This is an optimization exercise on Yosys and OpenROAD, whose aim is small area and few clock cycles, not a production implementation.
The RTL was checked by simulation tests, not by an equivalence proof against the original design.
No activity file was given, so power comes from the tool's default toggle rates.

==> flow/design.v <==
module gbac_crc8_table (
    input  wire [7:0] idx,
    output wire [7:0] val
);
    assign val[0] = idx[0] ^ idx[1] ^ idx[2] ^ idx[3] ^ idx[4] ^ idx[5] ^ idx[7];
    assign val[1] = idx[1] ^ idx[2] ^ idx[3] ^ idx[4] ^ idx[5] ^ idx[6];
    assign val[2] = idx[0] ^ idx[1] ^ idx[6];
    assign val[3] = idx[1] ^ idx[2] ^ idx[7];
    assign val[4] = idx[2] ^ idx[3];
    assign val[5] = idx[3] ^ idx[4];
    assign val[6] = idx[4] ^ idx[5];
    assign val[7] = idx[0] ^ idx[1] ^ idx[2] ^ idx[3] ^ idx[4] ^ idx[6] ^ idx[7];
endmodule
module gbac_dispatch (
    input  wire       clk,
    input  wire       rst,         
    input  wire       rx_valid,
    output wire       rx_ready,
    input  wire [7:0] rx_data,
    input  wire       rx_last,
    input  wire [2:0] rx_nbits,    
    output wire       tx_valid,
    input  wire       tx_ready,
    output wire [7:0] tx_data,
    output wire       tx_last
);
    localparam CQD = 6;                      
    localparam WQD = 2;                      
    localparam [7:0] K_S = 8'h08;            
    localparam [7:0] K_P = 8'h48;            
    localparam [2:0] F_NONE = 3'd0,
                     F_ID   = 3'd1,
                     F_RDS  = 3'd2,          
                     F_RDP  = 3'd3,          
                     F_WR   = 3'd4,          
                     F_W80  = 3'd5,
                     F_WC0  = 3'd6,
                     F_WE0  = 3'd7;
    localparam [1:0] C_ID = 2'd0, C_RDS = 2'd1, C_RDP = 2'd2, C_WR = 2'd3;
    localparam [1:0] W_80 = 2'd1, W_C0 = 2'd2, W_E0 = 2'd3;
    localparam [1:0] SL_Z  = 2'd0,           
                     SL_ZA = 2'd1,           
                     SL_R  = 2'd2,           
                     SL_RA = 2'd3;           
    localparam [1:0] ROT_C0 = 2'd0, ROT_E0 = 2'd1, ROT_MAT = 2'd2;
    reg  [4:0]   ph;
    reg  [255:0] ring_s;
    reg  [255:0] ring_p;
    reg  [7:0]   r32_s;
    reg  [7:0]   r32_p;
    wire [7:0]   head_s = ring_s[255:248];
    wire [7:0]   head_p = ring_p[255:248];
    reg  [7:0]   in_s;
    reg  [7:0]   in_p;
    reg  [1:0]   st_s;
    reg  [1:0]   st_p;
    always @(posedge clk) begin
        if (rst) ph <= 5'd0;
        else     ph <= ph + 5'd1;
    end
    always @(posedge clk) begin
        ring_s <= {ring_s[247:0], in_s};
        ring_p <= {ring_p[247:0], in_p};
    end
    reg  [6:0]  idx;           
    reg  [2:0]  fcl;
    reg  [7:0]  crc;
    reg         rot;           
    reg         rot_run;       
    reg  [1:0]  rot_kind;
    wire        rot_act  = rot && (rot_run || ph == 5'd16);
    wire        rot_end  = rot_run && ((rot_kind == ROT_E0) ? (ph == 5'd16) : (ph == 5'd15));
    wire        crc_init = (rot_kind == ROT_E0) ? (ph == 5'd17) : (ph == 5'd16);
    wire [7:0]  rot_byte = (rot_kind == ROT_E0) ? ((ph == 5'd25) ? 8'h81 : head_p)
                                                : ((ph == 5'd16) ? 8'h02 : head_s);
    wire [7:0]  crc_step;
    gbac_crc8_table u_tab (
        .idx (rot_act ? ((crc_init ? 8'h00 : crc) ^ rot_byte)
                      : (((idx == 7'd3) ? 8'h00 : crc) ^ rx_data)),
        .val (crc_step)
    );
    wire        nb1      = (rx_nbits == 3'd1);
    wire        push_id  = (idx == 7'd1)  && nb1 && (fcl == F_ID);
    wire        push_rd  = (idx == 7'd3)  && nb1 && (fcl == F_RDS || fcl == F_RDP);
    wire        push_wr  = (idx == 7'd35) && nb1 && fcl[2];
    wire        push_any = rx_last && (push_id || push_rd || push_wr);
    wire [1:0]  push_cmd = push_wr ? C_WR : push_rd ? (fcl[0] ? C_RDP : C_RDS) : C_ID;
    wire        push_rot = push_wr && ((fcl[1:0] == W_C0 && st_s == SL_R) ||
                                       (fcl[1:0] == W_E0 && st_p == SL_R));
    wire        in_slot = (idx >= 7'h30) && (idx <= 7'h71);
    wire        rs_ring = (idx >= 7'h30) && (idx <= 7'h4F);
    wire        rs_32   = (idx == 7'h50);
    wire        rp_ring = (idx >= 7'h51) && (idx <= 7'h70);
    wire        rp_32   = (idx == 7'h71);
    reg  [1:0]  cq [0:CQD-1];
    reg  [2:0]  cn;
    reg  [9:0]  wq [0:WQD-1];
    reg  [1:0]  wn;
    wire        q_empty = (cn == 3'd0);
    wire        q_full  = (cn == CQD) || (push_wr && wn == WQD);
    wire        slots_in_ring = st_s[1] && st_p[1];
    wire        slot_ok = q_empty && slots_in_ring &&
                          (!(rs_ring || rp_ring) || ph == idx[4:0]);
    assign rx_ready = !rot && (!in_slot || slot_ok) &&
                      !(q_full && push_any) && !(push_rot && !q_empty);
    wire        rx_fire = rx_valid && rx_ready;
    always @(posedge clk) begin
        if (rst) begin
            idx <= 7'd0;
        end else if (rx_fire) begin
            idx <= rx_last ? 7'd0 : idx + 7'd1;
            if (idx == 7'd0)
                fcl <= (rx_data == 8'h00 || rx_data == 8'hFF) ? F_ID :
                       (rx_data == 8'h13) ? F_RDS :
                       (rx_data == 8'h14) ? F_WR : F_NONE;
            if (idx == 7'd1) begin
                case (fcl)
                F_RDS:   fcl <= (rx_data == 8'hC0) ? F_RDS :
                                (rx_data == 8'hF0) ? F_RDP : F_NONE;
                F_WR:    fcl <= (rx_data == 8'h80) ? F_W80 :
                                (rx_data == 8'hC0) ? F_WC0 :
                                (rx_data == 8'hE0) ? F_WE0 : F_WR;
                default: fcl <= F_NONE;
                endcase
            end
        end
        if ((rx_fire && idx >= 7'd3 && idx <= 7'd34) || rot_act)
            crc <= crc_step;
    end
    wire [1:0]  h_cmd = cq[cn - 3'd1];
    wire [9:0]  h_wr  = wq[wn - 2'd1];
    reg  [5:0]  cnt;           
    wire [5:0]  cnt1  = cnt + 6'd1;
    reg  [7:0]  b_data;
    reg         b_last;
    always @(*) begin
        b_data = 8'h00;
        b_last = 1'b1;
        case (h_cmd)
        C_ID: begin
            b_data = (cnt == 6'd1) ? 8'h03 : 8'h00;
            b_last = (cnt == 6'd2);
        end
        C_RDS: begin
            b_last = (cnt == 6'd32);
            b_data = (st_s == SL_ZA && cnt == 6'd0)  ? 8'h02 :
                     (st_s == SL_ZA && cnt == 6'd32) ? K_S : 8'h00;
        end
        C_RDP: begin
            b_last = (cnt == 6'd32);
            b_data = (st_p == SL_ZA && cnt == 6'd8)  ? 8'h81 :
                     (st_p == SL_ZA && cnt == 6'd32) ? K_P : 8'h00;
        end
        default: begin
            b_data = h_wr[7:0];
        end
        endcase
    end
    reg  [7:0]  hr;            
    reg         hv;            
    reg         hl;            
    wire        rd_s      = (h_cmd == C_RDS);
    wire        ring_mode = !q_empty && ((rd_s && st_s[1]) || (h_cmd == C_RDP && st_p[1]));
    wire [4:0]  rd_ph     = rd_s ? {~cnt[4], cnt[3:0]} : {~cnt1[4], cnt1[3:0]};
    wire        rd_here   = cnt[5] || (ph == rd_ph);
    wire [7:0]  rd_byte   = cnt[5] ? (rd_s ? r32_s : r32_p) : (rd_s ? head_s : head_p);
    assign tx_valid = ring_mode ? hv : (!q_empty && !rot);
    assign tx_data  = ring_mode ? hr : b_data;
    assign tx_last  = ring_mode ? hl : b_last;
    wire        tx_fire = tx_valid && tx_ready;
    wire        rd_load = ring_mode && !rot && rd_here && !(hv && hl) && (!hv || tx_ready);
    wire        pop     = tx_fire && tx_last;
    always @(posedge clk) begin
        if (rd_load) begin
            hr <= rd_byte;
            hl <= cnt[5];
        end
    end
    always @(*) begin
        in_s = head_s;
        in_p = head_p;
        if (rx_fire && rs_ring) in_s = rx_data;
        if (rx_fire && rp_ring) in_p = rx_data;
        if (rot_act) begin
            if (rot_kind == ROT_MAT && !st_s[1]) in_s = 8'h00;
            if (rot_kind == ROT_MAT && !st_p[1]) in_p = 8'h00;
            if (ph == 5'd16 && (rot_kind == ROT_C0 || (rot_kind == ROT_MAT && st_s == SL_ZA)))
                in_s = 8'h02;
            if (ph == 5'd25 && (rot_kind == ROT_E0 || (rot_kind == ROT_MAT && st_p == SL_ZA)))
                in_p = 8'h81;
        end
    end
    always @(posedge clk) begin
        if (rx_fire && rs_32) r32_s <= rx_data;
        if (rx_fire && rp_32) r32_p <= rx_data;
        if (rot_end) begin
            case (rot_kind)
            ROT_C0: r32_s <= crc_step;
            ROT_E0: r32_p <= crc_step;
            default: begin
                if (!st_s[1]) r32_s <= st_s[0] ? K_S : 8'h00;
                if (!st_p[1]) r32_p <= st_p[0] ? K_P : 8'h00;
            end
            endcase
        end
    end
    integer i;
    always @(posedge clk) begin
        if (rst) begin
            cn      <= 3'd0;
            wn      <= 2'd0;
            cnt     <= 6'd0;
            hv      <= 1'b0;
            rot     <= 1'b0;
            rot_run <= 1'b0;
            st_s    <= SL_Z;
            st_p    <= SL_Z;
        end else begin
            if (rx_fire && push_any) begin
                for (i = CQD - 1; i > 0; i = i - 1)
                    cq[i] <= cq[i - 1];
                cq[0] <= push_cmd;
            end
            if (rx_fire && push_any && push_wr) begin
                for (i = WQD - 1; i > 0; i = i - 1)
                    wq[i] <= wq[i - 1];
                wq[0] <= {fcl[1:0], crc};
            end
            cn <= cn + (rx_fire && push_any) - pop;
            wn <= wn + (rx_fire && push_any && push_wr) - (pop && h_cmd == C_WR);
            if (pop)
                cnt <= 6'd0;
            else if (ring_mode ? rd_load : tx_fire)
                cnt <= cnt1;
            if (rd_load)
                hv <= 1'b1;
            else if (tx_fire)
                hv <= 1'b0;
            if (pop && h_cmd == C_WR) begin
                case (h_wr[9:8])
                W_80: begin
                    st_s <= SL_Z;
                    st_p <= SL_Z;
                end
                W_C0: if (st_s == SL_Z) st_s <= SL_ZA;
                W_E0: if (st_p == SL_Z) st_p <= SL_ZA;
                default: ;
                endcase
            end
            if (rx_fire && push_rot) begin
                rot      <= 1'b1;
                rot_kind <= (fcl[1:0] == W_C0) ? ROT_C0 : ROT_E0;
            end
            if (in_slot && !slots_in_ring && q_empty && !rot) begin
                rot      <= 1'b1;
                rot_kind <= ROT_MAT;
            end
            if (rot_act)
                rot_run <= 1'b1;
            if (rot_end) begin
                rot     <= 1'b0;
                rot_run <= 1'b0;
                case (rot_kind)
                ROT_C0: st_s <= SL_RA;
                ROT_E0: st_p <= SL_RA;
                default: begin
                    st_s <= {1'b1, st_s[0]};
                    st_p <= {1'b1, st_p[0]};
                end
                endcase
            end
            if (rx_fire && (rs_ring || rs_32)) st_s <= SL_R;
            if (rx_fire && (rp_ring || rp_32)) st_p <= SL_R;
        end
    end
endmodule
==> flow/run.sh <==
#!/bin/bash
# synth_recipe.tcl (not shown) runs the flow's synth.tcl, then flattens the netlist and writes it again
# the make line also repeats each setting of config.mk as NAME=value (left out here)
make -C /OpenROAD-flow-scripts/flow DESIGN_CONFIG=/design/flow/config.mk WORK_HOME=/design/flow/orfs CLKGATE_MAP_FILE= SYNTH_SCRIPT=/design/flow/synth_recipe.tcl finish
==> flow/config.mk <==
export PLATFORM = sky130hd
export DESIGN_NAME = gbac_dispatch
export DESIGN_NICKNAME = gbac_dispatch
export VERILOG_FILES = /design/flow/design.v
export SDC_FILE = /design/flow/constraint.sdc
export NUM_CORES = 4
export LEC_CHECK = 0
export CAP_MARGIN = 20
export CORE_MARGIN = 2
export CORE_UTILIZATION = 55
export CTS_BUF_LIST = sky130_fd_sc_hd__clkbuf_8
export CTS_CLUSTER_DIAMETER = 50
export CTS_CLUSTER_SIZE = 20
export PLACE_DENSITY = 0.7
export SLEW_MARGIN = 20
==> flow/constraint.sdc <==
create_clock -name core_clock -period 11.0 [get_ports {clk}]
set_input_delay 2.2000 -clock core_clock [delete_from_list [all_inputs] [get_ports {clk}]]
set_output_delay 2.2000 -clock core_clock [all_outputs]
set_load 0.01 [all_outputs]
==> results of run 1 <==
worst max-delay path, delay by kind of cell:
| kind | cells | cell delay [ps] |
|---|---|---|
| compound gates | 2 | 530 |
| buf+inv | 2 | 950 |
| simple gates | 4 | 950 |
power by group through the flow:
stage	Sequential, mW	Clock, mW	Combinational (mW)
5_1_grt	2.26	1.25	0.0661
2_1_floorplan	2.30	0	0.0452
4_1_cts	2.26	1.17	0.0597
3_5_place_dp	2.31	0	0.0593
6_report	2.26	1.13	0.0604
3_3_place_gp	2.31	0	0.0584
sequential cells by signal (all words and copies together) (netlist names), 8 cells and up:
register  cells
ring_p      256
ring_s      256
wq           20
cq           12
crc           8
hr            8
r32_p         8
r32_s         8
logic make-up (layout without fill, tap and decap cells):
logic type	count (synthesis)	count (layout)	synth area share
compound gates	141	141	0.0616
simple gates	237	237	0.0754
xor+xnor	46	46	0.0271
buf+inv	85	134	0.0220
fa+ha+maj	23	23	0.0175
mux	54	54	0.0395
flops	612	612	0.757
cells in the mapped netlist, drive strengths merged (5+ instances only):
cell,instances
nand2b,7
nor3,23
o22ai,14
xnor2,25
mux2i,35
dfxtp,558
a211oi,7
nor2,63
a31oi,9
nor3b,6
mux2,11
nor2b,9
o21a,7
mux4,8
a21oi,26
nand2,41
inv,38
ha,22
nand3,22
clkbuf,26
and3,19
o2111a,5
o21ai,33
buf,21
a2111oi,6
nand4,9
edfxtp,54
xor2,20
per-stage QoR:
step | power [mW] | cells
after floorplan | 2.35 | 1198
after global placement | 2.37 | 1579
after detailed placement | 2.37 | 1579
after CTS | 3.49 | 1643
after global routing | 3.57 | 1643
final | 3.45 | 1643
layout make-up:
class,instances,area (um2)
Sequential cell,612,12800
Fill cell,2369,12100
Multi-Input combinational cell,501,3740
Clock buffer,49,674
Tap cell,396,495
Timing Repair Buffer,32,305
Clock inverter,15,173
Inverter,38,143
placed cells by master (no fill, tap or decap), types with 14 or more instances in the layout:
cell / instances
nand2_1: 41
inv_1: 40
nor2_1: 63
xnor2_1: 21
nand3_1: 22
mux2i_1: 34
o21ai_0: 28
xor2_1: 20
a21oi_1: 26
ha_1: 22
clkdlybuf4s50_1: 26
nor3_1: 20
o22ai_1: 14
and3_1: 18
dfxtp_1: 558
clkbuf_8: 49
edfxtp_1: 54
worst max path at each step:
stage | start | endpoint | depth (start not counted)
detailed placement | rx_nbits[0] | rx_ready | 8
global placement | rx_nbits[0] | rx_ready | 8
global route | rx_nbits[0] | rx_ready | 8
CTS | rx_nbits[0] | rx_ready | 8
floorplan | rx_nbits[1] | rx_ready | 6
finish | rx_nbits[0] | rx_ready | 8
metal layers:
layer | share of wire | track usage
met5 | 0 | 0
met2 | 0.43 | 0.268
met4 | 0.036 | 0.0749
met3 | 0.049 | 0.0327
met1 | 0.49 | 0.244
==> results.json, run 1 <==
{
  "power_switching_share": 0.205,
  "start_kind": "input pin",
  "worst_slew_pin_slew_ps": 1160,
  "synth_area_leaders": "dfxtp_1 (66%), edfxtp_1 (9.6%), mux2i_1 (2.0%)",
  "synth_warnings": 3,
  "synth-seq-area-share": 0.757,
  "gp_congestion": 0.879,
  "worstHoldStart": "ring_p[114]",
  "peakVddDrop_v": 0.000172,
  "fp.dieW_um": 179,
  "area_growth_pct": 8.46,
  "crit_chain": "clkdlybuf4s50_1, nor3b_1, nand3_1, o32ai_1, nand3_1, o21ai_0, nor3_1, clkdlybuf4s50_1",
  "fin_area_mm2": 0.0183,
  "cts_tree": "done",
  "internal_power_mw": 2.74,
  "end_kind": "output port",
  "grt.total_usage": 0.175,
  "clock_path_buffers": 3,
  "n_antenna_cell": 0,
  "reg2reg_depth": 18,
  "async_flop_share": 0,
  "hold_path_depth": 0,
  "synth_seq_cells": 612,
  "setup_ws_ps": 4170,
  "pwr-share-clk": 0.329,
  "cts-buffers-inserted": 44,
  "core_area_mm2": 0.0304,
  "hold_viol_final": 0,
  "holdWs_ps": 311,
  "synth_top_area_frac": 0.661,
  "drv_slew": 0,
  "synth_edf_count": 54,
  "cap_violations": 0,
  "path_max_fanout": 7,
  "timing.rr.end": "cn[2]",
  "grt_pass1_vias": 8129,
  "yosysTopAreaCell": "dfxtp_1",
  "cts_setup_buffers": 0,
  "grt_max_degree": 28,
  "drc_errors": 0,
  "rows": 64,
  "slew_headroom": 0.225,
  "placed_area_mm2": 0.0175,
  "dr.first_iter.drc_count": 508,
  "skew_ps": 24.7,
  "crit_required_ps": 8800,
  "portBuffers": 26,
  "max_stage_delay_ps": 500,
  "setup_violations": 0,
  "sequentialPowerShare": 0.654,
  "r2r-start": "cn[0]",
  "period_minus_slack_ps": 6830,
  "final_nets": 1268,
  "syn_nets": 1237,
  "synthCells": 1198,
  "rsz0062_at_grt": "no",
  "clkTransAtPathRegs_ps": 110,
  "insertion_delay_ps": 590,
  "drive_above_1_share": 0.0938,
  "total_leakage_power_nw": 7.15,
  "comb_power_share": 0.018,
  "arrival_ps": 4630,
  "p_per_area_mw_per_mm2": 188,
  "first_pass_iters": 5,
  "hold_end": "ring_p[122]",
  "cts_sinks": 612,
  "crit_type": "input pin to output port",
  "post_cts_resized": 0,
  "h-tree-depth": 2,
  "regToRegSetupSlack_ps": 5960,
  "cts_root_buf": "clkbuf_8",
  "synth_top_flop_cell": "dfxtp_1",
  "antenna_found_initial": 0,
  "start_util": 0.555,
  "detail-route-antenna-nets": 0,
  "timing.final.crit_share": 0.620,
  "hp-class": "flop to flop",
  "mappedNetlistArea_mm2": 0.0169,
  "timing.fmax_ghz": 0.147,
  "status": "finished clean",
  "io_pins": 27,
  "netlist-cell-type-count": 81,
  "syn_avg_cell_area_um2": 14.1,
  "setup_tns_ps": 0,
  "die_h_um": 179,
  "num_vias": 8420,
  "p_sw_mw": 0.707,
  "drt_wl_total_mm": 27.4,
  "utilization": 0.602,
  "grt_pass1_wl_mm": 43.4,
  "grt-ovfl-total": 0,
  "dieArea_mm2": 0.0321,
  "avgRoutedWirePerCell_um": 16.7,
  "hpwl_mm": 17.4,
  "cts-hold-fix-buffers": 0,
  "pre_cts_slack_ps": 4240,
  "vias_per_cell": 5.12,
  "crit_slowest_cell": "clkdlybuf4s50_1"
}
Testbench counts, summed over its fixed seeds: cycles 47,099.
==> run 2: changes to the inputs <==
--- a/flow/config.mk
+++ b/flow/config.mk
@@ -8,8 +8,8 @@
 export CAP_MARGIN = 20
 export CORE_MARGIN = 2
-export CORE_UTILIZATION = 55
+export CORE_UTILIZATION = 35
 export CTS_BUF_LIST = sky130_fd_sc_hd__clkbuf_8
-export CTS_CLUSTER_DIAMETER = 50
+export CTS_CLUSTER_DIAMETER = 60
 export CTS_CLUSTER_SIZE = 20
-export PLACE_DENSITY = 0.7
+export PLACE_DENSITY = 0.55
 export SLEW_MARGIN = 20
==> run 2 against run 1 <==
  * Setup slack lost 13 ps
  * Wire length is 5.4% higher
  * Sequential power about the same
  * Synthesized cell count did not move
  * Clock power down 9%
  * Register-to-register slack lost 90 ps
  * Clock skew fell by 1.3 ps
  * Combinational power increased by 4.5%
  * Sequential share of layout area decreased by 0.61 points
  * Global-route usage decreased by 5.8 points
  * Non-clock buffer count grew 4
  * Synthesized area unchanged
==> results.json, run 2 <==
{
  "timing.fmax_ghz": 0.146,
  "cts_setup_buffers": 0,
  "crit_required_ps": 8800,
  "insertion_delay_ps": 600,
  "rsz0062_at_grt": "no",
  "drv_slew": 0,
  "cts-hold-fix-buffers": 0,
  "first_pass_iters": 5,
  "peakVddDrop_v": 0.000103,
  "reg.largest.list": "ring_p (256), ring_s (256), wq (20)",
  "dieArea_mm2": 0.0501,
  "cts_tree": "done",
  "num_vias": 8553,
  "drive_above_1_share": 0.0876,
  "ys_top_cells_by_count": "dfxtp_1 (558), nor2_1 (63), edfxtp_1 (54), nand2_1 (41), inv_1 (38)",
  "yosysMostFrequentCell": "dfxtp_1",
  "avgRoutedWirePerCell_um": 15.5,
  "nFillCells": 4447,
  "status": "finished clean",
  "critical_path_buf_inv_count": 2,
  "final_common_cell": "dfxtp_1",
  "cts_root_buf": "clkbuf_8",
  "gp_congestion": 0.855,
  "crit_type": "input pin to output port",
  "antenna_found_initial": 0,
  "cts-buffers-inserted": 40,
  "grt_max_degree": 28,
  "area_growth_pct": 9.41,
  "path_max_fanout": 7,
  "synthCells": 1198,
  "clock_path_buffers": 3,
  "start_kind": "input pin",
  "clkTransAtPathRegs_ps": 110,
  "slew_headroom": 0.279,
  "async_flop_share": 0,
  "hold_viol_final": 0,
  "h-tree-depth": 2,
  "fp.dieW_um": 224,
  "synth_warnings": 3,
  "synth_seq_cells": 612,
  "grt_pass1_vias": 8330,
  "cp_top_family": "buffers and inverters",
  "netlist-cell-type-count": 81,
  "setup_tns_ps": 0,
  "drc_errors": 0,
  "vias_per_cell": 4.60,
  "yosysTopAreaCell": "dfxtp_1",
  "max_stage_delay_ps": 510,
  "grt-ovfl-total": 0,
  "core_area_mm2": 0.0477,
  "cts_sinks": 612,
  "timing.final.crit_share": 0.622,
  "syn_nets": 1237,
  "p_per_area_mw_per_mm2": 181,
  "dr.first_iter.drc_count": 488,
  "power_mw": 3.35,
  "synth-seq-area-share": 0.757,
  "mappedNetlistArea_mm2": 0.0169,
  "skew_ps": 23.3,
  "crit_slowest_cell": "clkdlybuf4s50_1",
  "worstHoldStart": "ring_p[245]",
  "hpwl_mm": 18.5,
  "final_nets": 1268,
  "grt.total_usage": 0.117,
  "drt_wl_total_mm": 28.9,
  "die_h_um": 224,
  "hp-class": "flop to flop",
  "end_kind": "output port",
  "portBuffers": 26,
  "rows": 80,
  "start_util": 0.354,
  "synth_edf_count": 54,
  "r2r-start": "cn[0]",
  "period_minus_slack_ps": 6840,
  "n_antenna_cell": 0,
  "worst_slew_pin_slew_ps": 1070,
  "grt_pass1_wl_mm": 46.1,
  "final_cell_mix": "dfxtp_1 (558), nor2_1 (63), edfxtp_1 (54)",
  "post_cts_resized": 0,
  "synth_area_leaders": "dfxtp_1 (66%), edfxtp_1 (9.6%), mux2i_1 (2.0%)",
  "synth_top_area_frac": 0.661,
  "crit_path_start": "rx_nbits[0]",
  "synth_top_flop_cell": "dfxtp_1",
  "total_leakage_power_nw": 7.12,
  "cap_violations": 0,
  "setup_violations": 0,
  "arrival_ps": 4640,
  "syn_avg_cell_area_um2": 14.1,
  "io_pins": 27,
  "crit_chain": "clkdlybuf4s50_1, nor3b_1, nand3_1, o32ai_1, nand3_1, o21ai_0, nor3_1, clkdlybuf4s50_1",
  "detail-route-antenna-nets": 0
}
==> run 2: cell counts after synthesis <==
No cell type changed its count.
==> run 2: where the power goes <==
part           total [mW]  switching, mW  internal (mW)
Combinational      0.0631         0.0359         0.0272
Clock                1.03          0.640          0.387
Sequential           2.26        0.00666           2.25
Total                3.35          0.683           2.66
==> run 2: path summary, 6_finish.rpt <==
path,endpoint,slack (ps),cells past startpoint
setup / recovery,rx_ready,4160,8
hold / removal,ring_p[253],310,0
setup reg to reg,cn[2],5870,18
hold reg to reg,ring_p[253],310,0
==> run 2: cell type report <==
type                    count  area, um2  share of cell area
multi-input cells         501       3740               0.203
inverters                  38        143             0.00771
well taps                 615        769              0.0416
clock inverters            11       71.3             0.00386
flip-flops and latches    612      12800               0.692
repair buffers             36        335              0.0181
clock buffers              46        633              0.0342
==> run 2: logic make-up (layout without fill, tap and decap cells) <==
family / Yosys count / after routing / share of synthesized area
compound gates: 141 / 141 / 0.0616
xor+xnor: 46 / 46 / 0.0271
fa+ha+maj: 23 / 23 / 0.0175
buf+inv: 85 / 131 / 0.0220
flops: 612 / 612 / 0.757
mux: 54 / 54 / 0.0395
simple gates: 237 / 237 / 0.0754
==> run 2: metal layers <==
| layer | routed length, um | track usage |
|---|---|---|
| met5 | 0 | 0 |
| met4 | 1030 | 0.0531 |
| met3 | 1450 | 0.0227 |
| met2 | 12300 | 0.178 |
| met1 | 14100 | 0.161 |
==> run 2: through the flow <==
step                worst slack, ps  std cells  hold WS [ps]  area, um2   util
floorplan                      5520       1198           310      16900      -
global placement               4250       1802           310      17800  0.372
detailed placement             4160       1802           312      17800  0.372
CTS                            4140       1859           299      18500  0.387
global route                   3850       1859           290      18500  0.387
finish                         4160       1859           315      18500  0.387
==> run 2: worst register-to-register path, stage by stage, from the launching register on <==
cell	delay, ps
dfxtp_1	590
mux2_2	390
o21ai_0	150
nand2_1	60
and2_1	190
inv_1	90
ha_1	710
a22oi_1	330
or2_2	450
a31oi_1	210
nor4b_2	480
ha_1	340
inv_1	60
ha_1	130
inv_1	50
fa_1	370
xor2_1	160
xnor2_1	190
nor2_1	60
==> run 3: changes to the inputs <==
==> flow/flow/run.sh (new file) <==
#!/bin/bash
# The standard layout, with two changes: clock tree synthesis inserts no dummy
# loads, and the port buffers are the smallest buffer cell.
set -euo pipefail
export CTS_ARGS="-sink_clustering_enable -repair_clock_nets -dont_use_dummy_load -buf_list sky130_fd_sc_hd__clkbuf_8 -sink_clustering_size 20 -sink_clustering_max_diameter 60"
export BUFFER_PORTS_ARGS="-buffer_cell sky130_fd_sc_hd__buf_1"
bash standard.sh > standard.log 2>&1
==> flow/standard.sh (new file) <==
#!/bin/bash
# synth_recipe.tcl (not shown) runs the flow's synth.tcl, then flattens the netlist and writes it again
# the make line also repeats each setting of config.mk as NAME=value (left out here)
make -C /OpenROAD-flow-scripts/flow DESIGN_CONFIG=/design/flow/config.mk WORK_HOME=/design/flow/orfs CLKGATE_MAP_FILE= SYNTH_SCRIPT=/design/flow/synth_recipe.tcl "${@:-finish}"
removed: flow/run.sh
==> run 3 against run 2 <==
  * Still clean
  * Critical path type unchanged
  * Setup slack better by 590 ps
  * First-iteration DRC count down 3.1%
  * Worst hold slack worse by 8.5 ps
  * Die area unchanged
  * Largest cell class unchanged
  * Via count down 1.0%
  * Non-clock buffer count up 1
==> results.json, run 3 <==
{
  "reg2reg_depth": 18,
  "hold_viol_final": 0,
  "start_kind": "input pin",
  "cts_tree": "done",
  "syn_nets": 1237,
  "io_pins": 27,
  "crit_required_ps": 8800,
  "pwr-share-clk": 0.290,
  "synth_top_area_frac": 0.661,
  "synth-seq-area-share": 0.757,
  "core_area_mm2": 0.0477,
  "path_max_fanout": 7,
  "first_pass_iters": 5,
  "grt-ovfl-total": 0,
  "netlist-cell-type-count": 81,
  "worst_slew_pin_slew_ps": 1200,
  "multi_input_area_mm2": 0.00374,
  "crit_type": "input pin to output port",
  "end_kind": "output port",
  "p_sw_mw": 0.653,
  "skew_ps": 56.2,
  "timing.rr.end": "cn[2]",
  "rows": 80,
  "grt.total_usage": 0.118,
  "peakVddDrop_v": 0.000126,
  "arrival_ps": 4050,
  "status": "finished clean",
  "rsz0062_at_grt": "no",
  "regToRegSetupSlack_ps": 5830,
  "register_area_mm2": 0.0128,
  "cts_root_buf": "clkbuf_8",
  "period_minus_slack_ps": 6250,
  "synth_top_flop_cell": "dfxtp_1",
  "final_cell_mix": "dfxtp_1 (558), nor2_1 (63), edfxtp_1 (54)",
  "pre_cts_slack_ps": 4780,
  "final_common_cell": "dfxtp_1",
  "detail-route-antenna-nets": 0,
  "clkTransAtPathRegs_ps": 110,
  "start_util": 0.354,
  "clock_path_buffers": 3,
  "drc_errors": 0,
  "mappedNetlistArea_mm2": 0.0169,
  "power_switching_share": 0.200,
  "synthCells": 1198,
  "cts_sinks": 612,
  "avgRoutedWirePerCell_um": 15.9,
  "die_h_um": 224,
  "grt_pass1_wl_mm": 46.4,
  "synth_edf_count": 54,
  "cts_setup_buffers": 0,
  "n_antenna_cell": 0,
  "slew_headroom": 0.201,
  "h-tree-depth": 2,
  "setup_violations": 0,
  "grt_pass1_vias": 8236,
  "yosysMostFrequentCell": "dfxtp_1",
  "cap_violations": 0,
  "synth_area_leaders": "dfxtp_1 (66%), edfxtp_1 (9.6%), mux2i_1 (2.0%)",
  "dieArea_mm2": 0.0501,
  "comb_power_share": 0.018,
  "yosysTopAreaCell": "dfxtp_1",
  "setup_ws_ps": 4750,
  "cts-buffers-inserted": 41,
  "p_per_area_mw_per_mm2": 179,
  "final_nets": 1270,
  "nFillCells": 4485,
  "hold_path_depth": 0,
  "vias_per_cell": 4.59,
  "synth_seq_cells": 612,
  "worstHoldStart": "ring_p[122]",
  "timing.fmax_ghz": 0.160,
  "insertion_delay_ps": 580,
  "r2r-start": "cn[0]",
  "power_mw": 3.26,
  "total_leakage_power_nw": 6.96,
  "synth_warnings": 3,
  "num_vias": 8467,
  "gp_congestion": 0.851,
  "syn_avg_cell_area_um2": 14.1,
  "ys_top_cells_by_count": "dfxtp_1 (558), nor2_1 (63), edfxtp_1 (54), nand2_1 (41), inv_1 (38)",
  "hold_end": "ring_p[130]",
  "setup_tns_ps": 0,
  "drive_above_1_share": 0.0814,
  "sequentialPowerShare": 0.691,
  "fp.dieW_um": 224,
  "drt_wl_total_mm": 29.4,
  "internal_power_mw": 2.61,
  "hpwl_mm": 18.9,
  "reg.largest.list": "ring_p (256), ring_s (256), wq (20)",
  "hp-class": "flop to flop",
  "async_flop_share": 0,
  "post_cts_resized": 0,
  "area_growth_pct": 7.63,
  "drv_slew": 0,
  "portBuffers": 26,
  "antenna_found_initial": 0,
  "holdWs_ps": 306,
  "cts-hold-fix-buffers": 0,
  "grt_max_degree": 28,
  "timing.final.crit_share": 0.568,
  "dr.first_iter.drc_count": 473
}
[run 3: cell counts after synthesis]
No cell type changed its count.
[run 3: metrics by stage]
stage	std cells	util	area, um2
2_1_floorplan	1198	-	16900
3_3_place_gp	1803	0.369	17600
3_5_place_dp	1803	0.369	17600
4_1_cts	1844	0.381	18200
5_1_grt	1844	0.381	18200
6_report	1844	0.381	18200
[run 3: worst max-delay path, stage by stage]
cell and delay [ps]:
buf_1 70, nor3b_1 460, nand3_1 350, o32ai_1 380
nand3_1 150, o21ai_0 190, nor3_1 90, buf_1 160
[run 3: logic make-up (layout without fill, tap and decap cells)]
group	count (synthesis)	after routing	share of synthesized area
AOI/OAI and AO/OA	141	141	0.0616
xor gates and xnor gates	46	46	0.0271
adders and majority gates	23	23	0.0175
buffers and inverters	85	116	0.0220
DFF	612	612	0.757
muxes	54	54	0.0395
and+or+nand+nor	237	237	0.0754
[run 3: cell type report]
class / instances / share of cell area
Clock buffer: 41 / 0.0310
Inverter: 38 / 0.00784
Multi-Input combinational cell: 501 / 0.206
Sequential cell: 612 / 0.703
Tap cell: 615 / 0.0423
Timing Repair Buffer: 37 / 0.00991
[run 3: layer usage]
metal	vias up	wire (um)	share of wire	GRT usage
met1	4100	14800	0.50	0.170
met4	0	769	0.026	0.0402
met5	-	0	0	0
met2	187	12400	0.42	0.179
li1	4121	-	-	-
met3	59	1460	0.050	0.0235
[run 3: power by group through the flow]
| stage | logic, mW | clock network, mW | registers [mW] |
|---|---|---|---|
| 2_1_floorplan | 0.0452 | 0 | 2.30 |
| 3_5_place_dp | 0.0588 | 0 | 2.31 |
| 5_1_grt | 0.0646 | 1.07 | 2.26 |
| 4_1_cts | 0.0590 | 0.998 | 2.26 |
| 3_3_place_gp | 0.0580 | 0 | 2.31 |
| 6_report | 0.0588 | 0.948 | 2.26 |
[run 3: how the worst max path moves through the flow]
stage,startpoint,endpoint,slack [ps],cells after the start
3_3_place_gp,rx_nbits[1],rx_ready,4890,8
5_1_grt,cn[0],tx_data[1],4380,11
2_1_floorplan,rx_nbits[1],rx_ready,5520,6
6_report,rx_nbits[1],rx_ready,4750,8
3_5_place_dp,rx_nbits[1],rx_ready,4780,8
4_1_cts,rx_nbits[1],rx_ready,4770,8
==> run 4: changes to the inputs <==
--- a/flow/design.v
+++ b/flow/design.v
@@ -29,4 +29,9 @@
     localparam [7:0] K_S = 8'h08;            
     localparam [7:0] K_P = 8'h48;            
+    localparam [6:0] A_S0  = 7'h30;          
+    localparam [6:0] A_S32 = 7'h50;
+    localparam [6:0] A_P0  = 7'h51;          
+    localparam [6:0] A_P8  = 7'h59;
+    localparam [6:0] A_P32 = 7'h71;
     localparam [2:0] F_NONE = 3'd0,
                      F_ID   = 3'd1,
@@ -44,22 +49,17 @@
                      SL_RA = 2'd3;           
     localparam [1:0] ROT_C0 = 2'd0, ROT_E0 = 2'd1, ROT_MAT = 2'd2;
-    reg  [4:0]   ph;
-    reg  [255:0] ring_s;
-    reg  [255:0] ring_p;
-    reg  [7:0]   r32_s;
-    reg  [7:0]   r32_p;
-    wire [7:0]   head_s = ring_s[255:248];
-    wire [7:0]   head_p = ring_p[255:248];
-    reg  [7:0]   in_s;
-    reg  [7:0]   in_p;
+    reg  [6:0]   ph;
+    reg  [527:0] ring;
+    wire [7:0]   head = ring[527:520];
+    reg  [7:0]   in_r;
     reg  [1:0]   st_s;
     reg  [1:0]   st_p;
-    always @(posedge clk) begin
-        if (rst) ph <= 5'd0;
-        else     ph <= ph + 5'd1;
-    end
-    always @(posedge clk) begin
-        ring_s <= {ring_s[247:0], in_s};
-        ring_p <= {ring_p[247:0], in_p};
+    wire         ph_s = (ph <= A_S32);       
+    always @(posedge clk) begin
+        if (rst || ph == A_P32) ph <= A_S0;
+        else                    ph <= ph + 7'd1;
+    end
+    always @(posedge clk) begin
+        ring <= {ring[519:0], in_r};
     end
     reg  [6:0]  idx;           
@@ -69,12 +69,13 @@
     reg         rot_run;       
     reg  [1:0]  rot_kind;
-    wire        rot_act  = rot && (rot_run || ph == 5'd16);
-    wire        rot_end  = rot_run && ((rot_kind == ROT_E0) ? (ph == 5'd16) : (ph == 5'd15));
-    wire        crc_init = (rot_kind == ROT_E0) ? (ph == 5'd17) : (ph == 5'd16);
-    wire [7:0]  rot_byte = (rot_kind == ROT_E0) ? ((ph == 5'd25) ? 8'h81 : head_p)
-                                                : ((ph == 5'd16) ? 8'h02 : head_s);
+    wire [6:0]  rot_base = (rot_kind == ROT_E0) ? A_P0 : A_S0;
+    wire [6:0]  rot_last = (rot_kind == ROT_C0) ? A_S32 : A_P32;
+    wire        rot_act  = rot && (rot_run || ph == rot_base);
+    wire        rot_end  = rot_act && (ph == rot_last);
+    wire [7:0]  rot_byte = (rot_kind == ROT_E0 && ph == A_P8) ? 8'h81 :
+                           (rot_kind == ROT_C0 && ph == A_S0) ? 8'h02 : head;
     wire [7:0]  crc_step;
     gbac_crc8_table u_tab (
-        .idx (rot_act ? ((crc_init ? 8'h00 : crc) ^ rot_byte)
+        .idx (rot_act ? (((ph == rot_base) ? 8'h00 : crc) ^ rot_byte)
                       : (((idx == 7'd3) ? 8'h00 : crc) ^ rx_data)),
         .val (crc_step)
@@ -88,9 +89,5 @@
     wire        push_rot = push_wr && ((fcl[1:0] == W_C0 && st_s == SL_R) ||
                                        (fcl[1:0] == W_E0 && st_p == SL_R));
-    wire        in_slot = (idx >= 7'h30) && (idx <= 7'h71);
-    wire        rs_ring = (idx >= 7'h30) && (idx <= 7'h4F);
-    wire        rs_32   = (idx == 7'h50);
-    wire        rp_ring = (idx >= 7'h51) && (idx <= 7'h70);
-    wire        rp_32   = (idx == 7'h71);
+    wire        in_slot = (idx >= A_S0) && (idx <= A_P32);
     reg  [1:0]  cq [0:CQD-1];
     reg  [2:0]  cn;
@@ -100,6 +97,5 @@
     wire        q_full  = (cn == CQD) || (push_wr && wn == WQD);
     wire        slots_in_ring = st_s[1] && st_p[1];
-    wire        slot_ok = q_empty && slots_in_ring &&
-                          (!(rs_ring || rp_ring) || ph == idx[4:0]);
+    wire        slot_ok = q_empty && slots_in_ring && (ph == idx);
     assign rx_ready = !rot && (!in_slot || slot_ok) &&
                       !(q_full && push_any) && !(push_rot && !q_empty);
@@ -131,5 +127,4 @@
     wire [9:0]  h_wr  = wq[wn - 2'd1];
     reg  [5:0]  cnt;           
-    wire [5:0]  cnt1  = cnt + 6'd1;
     reg  [7:0]  b_data;
     reg         b_last;
@@ -162,43 +157,37 @@
     wire        rd_s      = (h_cmd == C_RDS);
     wire        ring_mode = !q_empty && ((rd_s && st_s[1]) || (h_cmd == C_RDP && st_p[1]));
-    wire [4:0]  rd_ph     = rd_s ? {~cnt[4], cnt[3:0]} : {~cnt1[4], cnt1[3:0]};
-    wire        rd_here   = cnt[5] || (ph == rd_ph);
-    wire [7:0]  rd_byte   = cnt[5] ? (rd_s ? r32_s : r32_p) : (rd_s ? head_s : head_p);
+    wire [6:0]  rd_addr   = (rd_s ? A_S0 : A_P0) + {1'b0, cnt};
     assign tx_valid = ring_mode ? hv : (!q_empty && !rot);
     assign tx_data  = ring_mode ? hr : b_data;
     assign tx_last  = ring_mode ? hl : b_last;
     wire        tx_fire = tx_valid && tx_ready;
-    wire        rd_load = ring_mode && !rot && rd_here && !(hv && hl) && (!hv || tx_ready);
+    wire        rd_load = ring_mode && !rot && (ph == rd_addr) && !(hv && hl) &&
+                          (!hv || tx_ready);
     wire        pop     = tx_fire && tx_last;
     always @(posedge clk) begin
         if (rd_load) begin
-            hr <= rd_byte;
-            hl <= cnt[5];
+            hr <= head;
+            hl <= (cnt == 6'd32);
         end
     end
     always @(*) begin
-        in_s = head_s;
-        in_p = head_p;
-        if (rx_fire && rs_ring) in_s = rx_data;
-        if (rx_fire && rp_ring) in_p = rx_data;
+        in_r = head;
+        if (rx_fire && in_slot) in_r = rx_data;
         if (rot_act) begin
-            if (rot_kind == ROT_MAT && !st_s[1]) in_s = 8'h00;
-            if (rot_kind == ROT_MAT && !st_p[1]) in_p = 8'h00;
-            if (ph == 5'd16 && (rot_kind == ROT_C0 || (rot_kind == ROT_MAT && st_s == SL_ZA)))
-                in_s = 8'h02;
-            if (ph == 5'd25 && (rot_kind == ROT_E0 || (rot_kind == ROT_MAT && st_p == SL_ZA)))
-                in_p = 8'h81;
-        end
-    end
-    always @(posedge clk) begin
-        if (rx_fire && rs_32) r32_s <= rx_data;
-        if (rx_fire && rp_32) r32_p <= rx_data;
-        if (rot_end) begin
             case (rot_kind)
-            ROT_C0: r32_s <= crc_step;
-            ROT_E0: r32_p <= crc_step;
+            ROT_C0:
+                if (ph == A_S0)       in_r = 8'h02;
+                else if (ph == A_S32) in_r = crc;
+            ROT_E0:
+                if (ph == A_P8)       in_r = 8'h81;
+                else if (ph == A_P32) in_r = crc;
             default: begin
-                if (!st_s[1]) r32_s <= st_s[0] ? K_S : 8'h00;
-                if (!st_p[1]) r32_p <= st_p[0] ? K_P : 8'h00;
+                if (ph_s ? !st_s[1] : !st_p[1]) begin
+                    in_r = 8'h00;
+                    if (st_s == SL_ZA && ph == A_S0)  in_r = 8'h02;
+                    if (st_s == SL_ZA && ph == A_S32) in_r = K_S;
+                    if (st_p == SL_ZA && ph == A_P8)  in_r = 8'h81;
+                    if (st_p == SL_ZA && ph == A_P32) in_r = K_P;
+                end
             end
             endcase
@@ -232,5 +221,5 @@
                 cnt <= 6'd0;
             else if (ring_mode ? rd_load : tx_fire)
-                cnt <= cnt1;
+                cnt <= cnt + 6'd1;
             if (rd_load)
                 hv <= 1'b1;
@@ -270,6 +259,6 @@
                 endcase
             end
-            if (rx_fire && (rs_ring || rs_32)) st_s <= SL_R;
-            if (rx_fire && (rp_ring || rp_32)) st_p <= SL_R;
+            if (rx_fire && in_slot && ph_s)  st_s <= SL_R;
+            if (rx_fire && in_slot && !ph_s) st_p <= SL_R;
         end
     end
==> run 4 against run 3 <==
  * Still clean
  * Register-to-register slack improved by 480 ps
  * Non-clock buffer count is 4 lower
  * Die area shrank 2.2%
  * Cell count shrank 1.4%
  * Fmax up 4.7%
  * Worst hold slack lost 40 ps
  * Sequential power barely moved
  * Wire length is 13% lower
  * Synthesized area decreased by 2.3%
  * Critical path type unchanged
  * Largest cell class unchanged
==> results.json, run 4 <==
{
  "status": "finished clean",
  "synthCells": 1174,
  "synth_warnings": 3,
  "yosysTopAreaCell": "dfxtp_1",
  "area_growth_pct": 7.85,
  "drv_slew": 0,
  "grt_pass1_vias": 7877,
  "timing.final.crit_share": 0.543,
  "synth_seq_cells": 614,
  "clock_path_buffers": 3,
  "gp_congestion": 0.860,
  "synth-compound-area-share": 0.0547,
  "dieArea_mm2": 0.0489,
  "async_flop_share": 0,
  "first_pass_iters": 5,
  "cap_violations": 0,
  "grt_pass1_wl_mm": 41.9,
  "timing.fmax_ghz": 0.167,
  "synth_top_flop_cell": "dfxtp_1",
  "synthMuxAreaShare": 0.0186,
  "synth_edf_count": 54,
  "vias_per_cell": 4.41,
  "cts_sinks": 614,
  "setup_tns_ps": 0,
  "drt_wl_total_mm": 25.7,
  "insertion_delay_ps": 600,
  "top_register": "ring",
  "grt-ovfl-total": 0,
  "register_area_mm2": 0.0128,
  "arrival_ps": 3770,
  "reg.largest.list": "ring (528), wq (20), cq (12)",
  "crit_type": "input pin to output port",
  "cts_tree": "done",
  "worst_slew_pin_slew_ps": 1090,
  "yosysMostFrequentCell": "dfxtp_1",
  "multi_input_area_mm2": 0.00339,
  "largest_register_ff_count": 528,
  "core_area_mm2": 0.0466,
  "hpwl_mm": 16.7,
  "peakVddDrop_v": 0.000128,
  "clkTransAtPathRegs_ps": 110,
  "cts_setup_buffers": 0,
  "n_antenna_cell": 0,
  "period_minus_slack_ps": 5970,
  "synth_area_leaders": "dfxtp_1 (68%), edfxtp_1 (9.8%), ha_1 (1.8%)",
  "mappedNetlistArea_mm2": 0.0165,
  "avgRoutedWirePerCell_um": 14.1,
  "start_kind": "input pin",
  "placed_area_mm2": 0.0173,
  "p_per_area_mw_per_mm2": 184,
  "crit_top_cell": "buf_1",
  "hold_path_depth": 0,
  "final_cell_mix": "dfxtp_1 (560), nor2_1 (70), nand2_1 (57)",
  "syn_avg_cell_area_um2": 14.1,
  "io_pins": 27,
  "final_nets": 1254,
  "ys_top_cells_by_count": "dfxtp_1 (560), nor2_1 (70), nand2_1 (57), edfxtp_1 (54), xnor2_1 (34)",
  "reg2reg_depth": 18,
  "max_stage_delay_ps": 360,
  "antenna_found_initial": 1,
  "crit_path_start": "rx_nbits[1]",
  "detail-route-antenna-nets": 0,
  "rsz0062_at_grt": "no",
  "num_vias": 8011,
  "rows": 79,
  "nFillCells": 4366,
  "total_leakage_power_nw": 6.66,
  "drive_above_1_share": 0.0661,
  "crit_required_ps": 8800,
  "synth_top_area_frac": 0.679,
  "hold_viol_final": 0,
  "synth_xor_area_frac": 0.0353,
  "cts-buffers-inserted": 41,
  "syn_nets": 1215,
  "synth-simple-area-share": 0.0768,
  "crit_chain": "buf_1, nor3b_1, nand3_1, o32ai_1, nand2_1, o21ai_0, nor3_1, buf_1",
  "slew_headroom": 0.267,
  "drc_errors": 0,
  "hp-class": "flop to flop",
  "dr.first_iter.drc_count": 695,
  "h-tree-depth": 2,
  "fin_area_mm2": 0.0178,
  "fp.dieW_um": 221,
  "portBuffers": 26,
  "end_kind": "output port",
  "netlist-cell-type-count": 83,
  "crit_slowest_cell": "nor3b_1",
  "hold_end": "ring[137]",
  "synth_top_family_by_area": "simple AND/OR/NAND/NOR gates",
  "cts_root_buf": "clkbuf_8",
  "final_common_cell": "dfxtp_1",
  "path_max_fanout": 7,
  "synth-seq-area-share": 0.777,
  "timing.rr.end": "wn[1]",
  "grt.total_usage": 0.105,
  "synth_adder_area_share": 0.0194,
  "start_util": 0.355,
  "worstHoldStart": "ring[129]",
  "die_h_um": 221,
  "grt_max_degree": 21,
  "post_cts_resized": 0,
  "setup_violations": 0,
  "regToRegSetupSlack_ps": 6310,
  "cts-hold-fix-buffers": 0,
  "skew_ps": 95.5,
  "r2r-start": "cn[0]"
}
==> run 4: final cells by class <==
type / instances / share of cell area
Clock buffer: 41 / 0.0317
Inverter: 32 / 0.00674
Multi-Input combinational cell: 491 / 0.190
Sequential cell: 614 / 0.720
Tap cell: 607 / 0.0426
Timing Repair Buffer: 33 / 0.00843
==> run 4: worst max-delay path by stage <==
stage | slack [ps] | cells past startpoint | end
after global routing | 4820 | 8 | rx_ready
after detailed placement | 5030 | 8 | rx_ready
after global placement | 5100 | 8 | rx_ready
after floorplan | 5500 | 6 | rx_ready
final | 5030 | 8 | rx_ready
after CTS | 5010 | 8 | rx_ready
==> run 4: cell families after synthesis <==
family,Yosys count
adders and majority gates,25
muxes,28
AOI/OAI and AO/OA,131
DFF,614
buffers and inverters,69
and+or+nand+nor,246
xor gates and xnor gates,61
==> run 4: layer usage <==
layer	global-route usage	wire, um
met1	0.154	13500
met2	0.148	10000
met4	0.0446	857
met5	0	0
met3	0.0232	1220
==> run 4: critical path: cells and delay by family <==
| kind | cells | cell delay (ps) |
|---|---|---|
| AND/OR/NAND/NOR | 4 | 870 |
| AO/OA/AOI/OAI | 2 | 480 |
| buffers and inverters | 2 | 220 |
==> run 4: power breakdown <==
group,switching [mW],leakage (nW),internal [mW]
combinational,0.0337,1.37,0.0286
sequential,0.00631,4.99,2.25
clock,0.610,0.295,0.336
total,0.650,6.66,2.62
==> run 4: per-stage QoR <==
step	hold WS, ps	std cells	total power, mW	utilization	setup WS (ps)
2_1_floorplan	310	1174	2.36	-	5500
4_1_cts	263	1818	3.33	0.383	5010
3_5_place_dp	312	1777	2.37	0.371	5030
3_3_place_gp	310	1777	2.37	0.371	5100
6_report	266	1818	3.27	0.383	5030
5_1_grt	261	1818	3.41	0.383	4820
Testbench counts of run 4, summed over its fixed seeds: cycles 47,099.
==> run 5: changes to the inputs <==
--- a/flow/design.v
+++ b/flow/design.v
@@ -196,4 +196,16 @@
     integer i;
     always @(posedge clk) begin
+        if (rx_fire && push_any) begin
+            for (i = CQD - 1; i > 0; i = i - 1)
+                cq[i] <= cq[i - 1];
+            cq[0] <= push_cmd;
+        end
+        if (rx_fire && push_any && push_wr) begin
+            for (i = WQD - 1; i > 0; i = i - 1)
+                wq[i] <= wq[i - 1];
+            wq[0] <= {fcl[1:0], crc};
+        end
+    end
+    always @(posedge clk) begin
         if (rst) begin
             cn      <= 3'd0;
@@ -206,14 +218,4 @@
             st_p    <= SL_Z;
         end else begin
-            if (rx_fire && push_any) begin
-                for (i = CQD - 1; i > 0; i = i - 1)
-                    cq[i] <= cq[i - 1];
-                cq[0] <= push_cmd;
-            end
-            if (rx_fire && push_any && push_wr) begin
-                for (i = WQD - 1; i > 0; i = i - 1)
-                    wq[i] <= wq[i - 1];
-                wq[0] <= {fcl[1:0], crc};
-            end
             cn <= cn + (rx_fire && push_any) - pop;
             wn <= wn + (rx_fire && push_any && push_wr) - (pop && h_cmd == C_WR);
==> run 5 against run 4 <==
  * Setup slack worse by 200 ps
  * Via count is 1.1% lower
  * Design area is 1.3% lower
  * Core utilization is 0.27 points lower
  * Die area is 1.4% lower
  * Synthesized area is 1.4% lower
  * Combinational power grew to 3.8 times the previous value
  * Synthesized cell count is 2.2% lower
  * Wire length is 2.3% lower
==> results.json, run 5 <==
{
  "largest_register_ff_count": 528,
  "final_cell_mix": "dfxtp_1 (560), nor2_1 (62), edfxtp_1 (54)",
  "r2r-start": "cn[1]",
  "grt_max_degree": 24,
  "num_vias": 7922,
  "cts_setup_buffers": 0,
  "drv_slew": 0,
  "hold_viol_final": 0,
  "mappedNetlistArea_mm2": 0.0163,
  "yosysTopAreaCell": "dfxtp_1",
  "synth_warnings": 3,
  "first_pass_iters": 5,
  "cts-hold-fix-buffers": 0,
  "synth_area_leaders": "dfxtp_1 (69%), edfxtp_1 (10%), xnor2_1 (2.0%)",
  "reg2reg_depth": 17,
  "io_pins": 27,
  "timing.fmax_ghz": 0.162,
  "slew_headroom": 0.447,
  "cts_tree": "done",
  "period_minus_slack_ps": 6170,
  "peakVddDrop_v": 0.0000993,
  "worst_slew_pin_slew_ps": 830,
  "crit_type": "input pin to output port",
  "status": "finished clean",
  "insertion_delay_ps": 590,
  "yosysMostFrequentCell": "dfxtp_1",
  "synth-seq-area-share": 0.788,
  "final_common_cell": "dfxtp_1",
  "async_flop_share": 0,
  "gp_congestion": 0.834,
  "vias_per_cell": 4.42,
  "arrival_ps": 3970,
  "cts-buffers-inserted": 41,
  "detail-route-antenna-nets": 0,
  "max_stage_delay_ps": 500,
  "hold_end": "ring[105]",
  "cap_violations": 0,
  "timing.final.crit_share": 0.561,
  "top_register": "ring",
  "grt-ovfl-total": 0,
  "reg.largest.list": "ring (528), wq (20), cq (12)",
  "drt_wl_total_mm": 25.1,
  "rows": 79,
  "drc_errors": 0,
  "hp-class": "flop to flop",
  "setup_tns_ps": 0,
  "rsz0062_at_grt": "no",
  "ys_top_cells_by_count": "dfxtp_1 (560), nor2_1 (62), edfxtp_1 (54), nand2_1 (44), xnor2_1 (37)",
  "grt.total_usage": 0.106,
  "antenna_found_initial": 2,
  "cts_sinks": 614,
  "timing.rr.end": "wn[1]",
  "path_max_fanout": 7,
  "hpwl_mm": 16.2,
  "regToRegSetupSlack_ps": 6770,
  "h-tree-depth": 2,
  "setup_violations": 0,
  "placed_area_mm2": 0.0170,
  "synth_edf_count": 54,
  "fp.dieW_um": 220,
  "avgRoutedWirePerCell_um": 14.0,
  "grt_pass1_wl_mm": 40.6,
  "synth_top_flop_cell": "dfxtp_1",
  "clock_path_buffers": 3,
  "synth_top_area_frac": 0.688,
  "core_area_mm2": 0.0463,
  "worstHoldStart": "ring[97]",
  "end_kind": "output port",
  "area_growth_pct": 7.92,
  "crit_required_ps": 8800,
  "cts_root_buf": "clkbuf_8",
  "post_cts_resized": 0,
  "start_kind": "input pin",
  "nFillCells": 4401,
  "clkTransAtPathRegs_ps": 110,
  "total_leakage_power_nw": 6.71,
  "die_h_um": 220,
  "synth_seq_cells": 614,
  "dieArea_mm2": 0.0483,
  "syn_nets": 1189,
  "drive_above_1_share": 0.0642,
  "start_util": 0.352,
  "syn_avg_cell_area_um2": 14.2,
  "hold_path_depth": 0,
  "n_antenna_cell": 0,
  "crit_chain": "buf_1, or3b_2, or3_1, nor3b_1, o21ai_0, o21ai_0, nor2_1, buf_1",
  "crit_slowest_cell": "or3b_2",
  "final_nets": 1227,
  "grt_pass1_vias": 7601,
  "portBuffers": 26,
  "dr.first_iter.drc_count": 521,
  "p_per_area_mw_per_mm2": 197,
  "fin_area_mm2": 0.0176,
  "synthCells": 1148,
  "skew_ps": 70.0,
  "netlist-cell-type-count": 73
}
==> run 5: cell types whose count changed after synthesis, moves of 4 or more <==
cell,previous run,this run
nand4_1,9,14
nand3_1,15,21
o21ai_0,22,30
nor3_1,17,13
nor2b_1,7,11
nand2b_1,17,8
nand2_1,57,44
mux2i_1,15,11
or2_2,2,6
nor2_1,70,62
==> run 5: final cells by class <==
class                           instances  area (um2)  share of cell area
Sequential cell                       614       12800               0.730
Multi-Input combinational cell        467        3170               0.180
Tap cell                              607         759              0.0432
Clock buffer                           41         564              0.0321
Timing Repair Buffer                   32         143             0.00811
Inverter                               30         113             0.00641
==> run 5: cell families after synthesis <==
kind of cell    after synthesis  share of synthesized area
xor+xnor                     62                     0.0351
buf+inv                      67                     0.0177
mux                          20                     0.0130
fa+ha+maj                    25                     0.0197
simple gates                229                     0.0725
compound gates              131                     0.0542
flops                       614                      0.788
==> run 5: how the worst max path moves through the flow <==
| stage | endpoint | slack, ps | from | cells past startpoint |
|---|---|---|---|---|
| 2_1_floorplan | rx_ready | 5130 | rx_nbits[1] | 7 |
| 3_3_place_gp | rx_ready | 4890 | rx_nbits[1] | 8 |
| 3_5_place_dp | rx_ready | 4830 | rx_nbits[1] | 8 |
| 4_1_cts | rx_ready | 4820 | rx_nbits[1] | 8 |
| 5_1_grt | rx_ready | 4680 | rx_nbits[1] | 8 |
| 6_report | rx_ready | 4830 | rx_nbits[1] | 8 |
==> run 5: per-layer routing <==
metal	vias up	global-route usage	routed length (um)
li1	3901	-	-
met1	3791	0.155	12900
met2	176	0.149	10200
met3	50	0.0276	1440
met4	4	0.0374	537
met5	-	0	23
==> run 5: per-stage QoR <==
| stage | instances | total power [mW] | util | hold WS [ps] | worst slack, ps |
|---|---|---|---|---|---|
| after floorplan | 1148 | 2.50 | - | 310 | 5130 |
| after global placement | 1750 | 2.57 | 0.368 | 310 | 4890 |
| after detailed placement | 1750 | 2.57 | 0.368 | 312 | 4830 |
| after CTS | 1791 | 3.51 | 0.380 | 290 | 4820 |
| after global routing | 1791 | 3.62 | 0.380 | 303 | 4680 |
| final | 1791 | 3.46 | 0.380 | 283 | 4830 |
==> run 5: worst max-delay path, delay by kind of cell <==
family,cells,cell delay (ps)
simple gates,4,1280
compound gates,2,310
buf+inv,2,180
==> run 5: report_power, final <==
part	total (mW)	internal [mW]	switching, mW
Clock	0.942	0.337	0.606
Sequential	2.28	2.26	0.0228
Combinational	0.234	0.0981	0.136
Total	3.46	2.70	0.765
Testbench counts of run 5, summed over its fixed seeds: cycles 47,099.
==> run 6: changes to the inputs <==
==> flow/config.mk (replaced) <==
export PLATFORM = sky130hd
export DESIGN_NAME = gbac_dispatch
export DESIGN_NICKNAME = gbac_dispatch
export VERILOG_FILES = /design/flow/design.v
export SDC_FILE = /design/flow/constraint.sdc
export NUM_CORES = 4
export LEC_CHECK = 0
export CAP_MARGIN = 0
export CORE_MARGIN = 2
export CORE_UTILIZATION = 35
export PLACE_DENSITY = 0.55
export SLEW_MARGIN = 0
==> run 6 against run 5 <==
  * Count of clock-buffer cells in the layout stayed put
  * Via count stayed put
  * Register-to-register slack hardly changed
  * Synthesized area stayed put
  * First-iteration DRC count stayed put
  * Power stayed put
  * Non-clock buffer count stayed put
  * Cell count stayed put
==> results.json, run 6 <==
{
  "status": "finished clean",
  "crit_required_ps": 8800,
  "rsz0062_at_grt": "no",
  "yosysTopAreaCell": "dfxtp_1",
  "dr.first_iter.drc_count": 521,
  "final_cell_mix": "dfxtp_1 (560), nor2_1 (62), edfxtp_1 (54)",
  "cts_setup_buffers": 0,
  "area_growth_pct": 7.92,
  "cts-buffers-inserted": 41,
  "cts_sinks": 614,
  "n_antenna_cell": 0,
  "first_pass_iters": 5,
  "timing.final.crit_share": 0.561,
  "internal_power_mw": 2.70,
  "largest_register_ff_count": 528,
  "insertion_delay_ps": 590,
  "grt_pass1_vias": 7601,
  "top_register": "ring",
  "hp-class": "flop to flop",
  "cts_root_buf": "clkbuf_8",
  "ys_top_cells_by_count": "dfxtp_1 (560), nor2_1 (62), edfxtp_1 (54), nand2_1 (44), xnor2_1 (37)",
  "worst_slew_pin_slew_ps": 830,
  "grt.total_usage": 0.106,
  "setup_tns_ps": 0,
  "clkTransAtPathRegs_ps": 110,
  "p_per_area_mw_per_mm2": 197,
  "final_common_cell": "dfxtp_1",
  "slew_headroom": 0.447,
  "antenna_found_initial": 2,
  "dieArea_mm2": 0.0483,
  "drive_above_1_share": 0.0642,
  "drt_wl_total_mm": 25.1,
  "total_leakage_power_nw": 6.71,
  "peakVddDrop_v": 0.0000993,
  "post_cts_resized": 0,
  "synth_edf_count": 54,
  "end_kind": "output port",
  "reg2reg_depth": 17,
  "power_switching_share": 0.221,
  "skew_ps": 70.0,
  "reg.largest.list": "ring (528), wq (20), cq (12)",
  "cp_top_family": "simple AND/OR/NAND/NOR gates",
  "syn_nets": 1189,
  "synth_seq_cells": 614,
  "detail-route-antenna-nets": 0,
  "io_pins": 27,
  "placed_area_mm2": 0.0170,
  "die_h_um": 220,
  "crit_type": "input pin to output port",
  "h-tree-depth": 2,
  "synth_warnings": 3,
  "hold_path_depth": 0,
  "synth_top_flop_cell": "dfxtp_1",
  "hpwl_mm": 16.2,
  "num_vias": 7922,
  "synth_top_area_frac": 0.688,
  "gp_congestion": 0.834,
  "fin_area_mm2": 0.0176,
  "timing.fmax_ghz": 0.162,
  "met1_length_mm": 12.9,
  "timing.rr.end": "wn[1]",
  "netlist-cell-type-count": 73,
  "rows": 79,
  "mappedNetlistArea_mm2": 0.0163,
  "period_minus_slack_ps": 6170,
  "grt_pass1_wl_mm": 40.6,
  "path_max_fanout": 7,
  "cts_tree": "done",
  "comb_power_share": 0.068,
  "avgRoutedWirePerCell_um": 14.0,
  "hold_viol_final": 0,
  "regToRegSetupSlack_ps": 6770,
  "final_nets": 1227,
  "crit_slowest_cell": "or3b_2",
  "max_stage_delay_ps": 500,
  "vias_per_cell": 4.42,
  "hold_end": "ring[105]",
  "grt_max_degree": 24,
  "worstHoldStart": "ring[97]",
  "wl_met3_mm": 1.44,
  "async_flop_share": 0,
  "cts-hold-fix-buffers": 0,
  "synth_area_leaders": "dfxtp_1 (69%), edfxtp_1 (10%), xnor2_1 (2.0%)",
  "core_area_mm2": 0.0463,
  "syn_avg_cell_area_um2": 14.2,
  "synth-seq-area-share": 0.788,
  "pwr-share-clk": 0.272,
  "start_kind": "input pin",
  "topRoutingLayerUsed": "met5",
  "yosysMostFrequentCell": "dfxtp_1",
  "sequentialPowerShare": 0.660,
  "crit_chain": "buf_1, or3b_2, or3_1, nor3b_1, o21ai_0, o21ai_0, nor2_1, buf_1",
  "grt-ovfl-total": 0,
  "synthCells": 1148,
  "drv_slew": 0,
  "cap_violations": 0,
  "arrival_ps": 3970,
  "portBuffers": 26,
  "clock_path_buffers": 3,
  "nFillCells": 4401,
  "start_util": 0.352,
  "fp.dieW_um": 220,
  "setup_violations": 0,
  "p_sw_mw": 0.765,
  "critical_path_buf_inv_count": 2,
  "drc_errors": 0,
  "r2r-start": "cn[1]",
  "dr_wl_met2_mm": 10.2
}
[run 6: cell counts after synthesis]
Identical to the previous run, type by type.
[run 6: layout make-up]
type	instances	area [um2]	area share
clock buffers	41	564	0.0321
multi-input cells	467	3170	0.180
flip-flops and latches	614	12800	0.730
well taps	607	759	0.0432
inverters	30	113	0.00641
repair buffers	32	143	0.00811
[run 6: cell families (layout without fill, tap and decap cells)]
logic type | count (synthesis) | in the layout | share of synthesized area
adder cells (fa/ha/maj) | 25 | 25 | 0.0197
multiplexers | 20 | 20 | 0.0130
XOR/XNOR | 62 | 62 | 0.0351
buffers and inverters | 67 | 103 | 0.0177
flip-flops | 614 | 614 | 0.788
AO/OA/AOI/OAI | 131 | 131 | 0.0542
AND/OR/NAND/NOR | 229 | 229 | 0.0725
[run 6: worst max-delay path by stage]
| stage | from | endpoint | slack [ps] | cells past startpoint |
|---|---|---|---|---|
| 2_1_floorplan | rx_nbits[1] | rx_ready | 5130 | 7 |
| 3_3_place_gp | rx_nbits[1] | rx_ready | 4890 | 8 |
| 3_5_place_dp | rx_nbits[1] | rx_ready | 4830 | 8 |
| 4_1_cts | rx_nbits[1] | rx_ready | 4820 | 8 |
| 5_1_grt | rx_nbits[1] | rx_ready | 4680 | 8 |
| 6_report | rx_nbits[1] | rx_ready | 4830 | 8 |
[run 6: worst reg2reg max path, stage by stage, from the launching register on]
cell and delay, ps:
dfxtp_1 540, inv_1 180, a21oi_1 150, nor2_1 50
o32a_1 410, ha_1 280, a22oi_1 460, nor2_1 90
a211oi_1 500, and3_1 350, nand2_1 190, inv_1 100
ha_1 220, inv_1 60, ha_1 150, xor2_1 170
xnor2_1 140, nor2_1 50
[run 6: power by group through the flow]
stage                     sequential, mW  clock, mW  combinational (mW)
final                               2.28      0.942               0.234
after global routing                2.29       1.07               0.262
after CTS                           2.28      0.993               0.236
after detailed placement            2.34          0               0.234
after global placement              2.34          0               0.231
after floorplan                     2.32          0               0.179
[run 6: routing by layer]
metal / GRT usage / up-vias
met5: 0 / -
met4: 0.0374 / 4
met3: 0.0276 / 50
met2: 0.149 / 176
met1: 0.155 / 3791
li1: - / 3901
[run 6: stage by stage]
| step | total power, mW | worst slack (ps) | instances | util | hold WS, ps |
|---|---|---|---|---|---|
| floorplan | 2.50 | 5130 | 1148 | - | 310 |
| global placement | 2.57 | 4890 | 1750 | 0.368 | 310 |
| detailed placement | 2.57 | 4830 | 1750 | 0.368 | 312 |
| CTS | 3.51 | 4820 | 1791 | 0.380 | 290 |
| global route | 3.62 | 4680 | 1791 | 0.380 | 303 |
| finish | 3.46 | 4830 | 1791 | 0.380 | 283 |

[static timing again, ports no longer ideal]
Ports are ideal in the flow. The routed layouts listed here were re-timed in OpenROAD.
Step 1 assumes that a clkbuf_16 drives the clock port and a buf_2 every other input.
Step 2, shift: input delay + t, output delay - t, t = (earliest + latest rising clock arrival at the registers) / 2. This alone moves slack from input paths to output paths.
Three values: ideal ports, drivers, drivers and shift; two values: the first two.
run | shift t [ns] | setup slack, ns | clock arrival spread, ns | cell pins on the clock port's net
run 1 | 0.615 | 4.175 / 4.151 / 4.151 | 0.027 / 0.027 | 1
run 2 | 0.635 | 4.161 / 4.137 / 4.137 | 0.025 / 0.025 | 1
run 3 | 0.605 | 4.750 / 4.728 / 4.729 | 0.057 / 0.057 | 1
run 4 | 0.593 | 5.028 / 5.008 / 5.008 | 0.109 / 0.108 | 1
run 5 | 0.603 | 4.829 / 4.808 / 4.808 | 0.070 / 0.070 | 1
run 6 | 0.603 | 4.829 / 4.808 / 4.808 | 0.070 / 0.070 | 1
After both steps setup and hold are still met in every run listed.
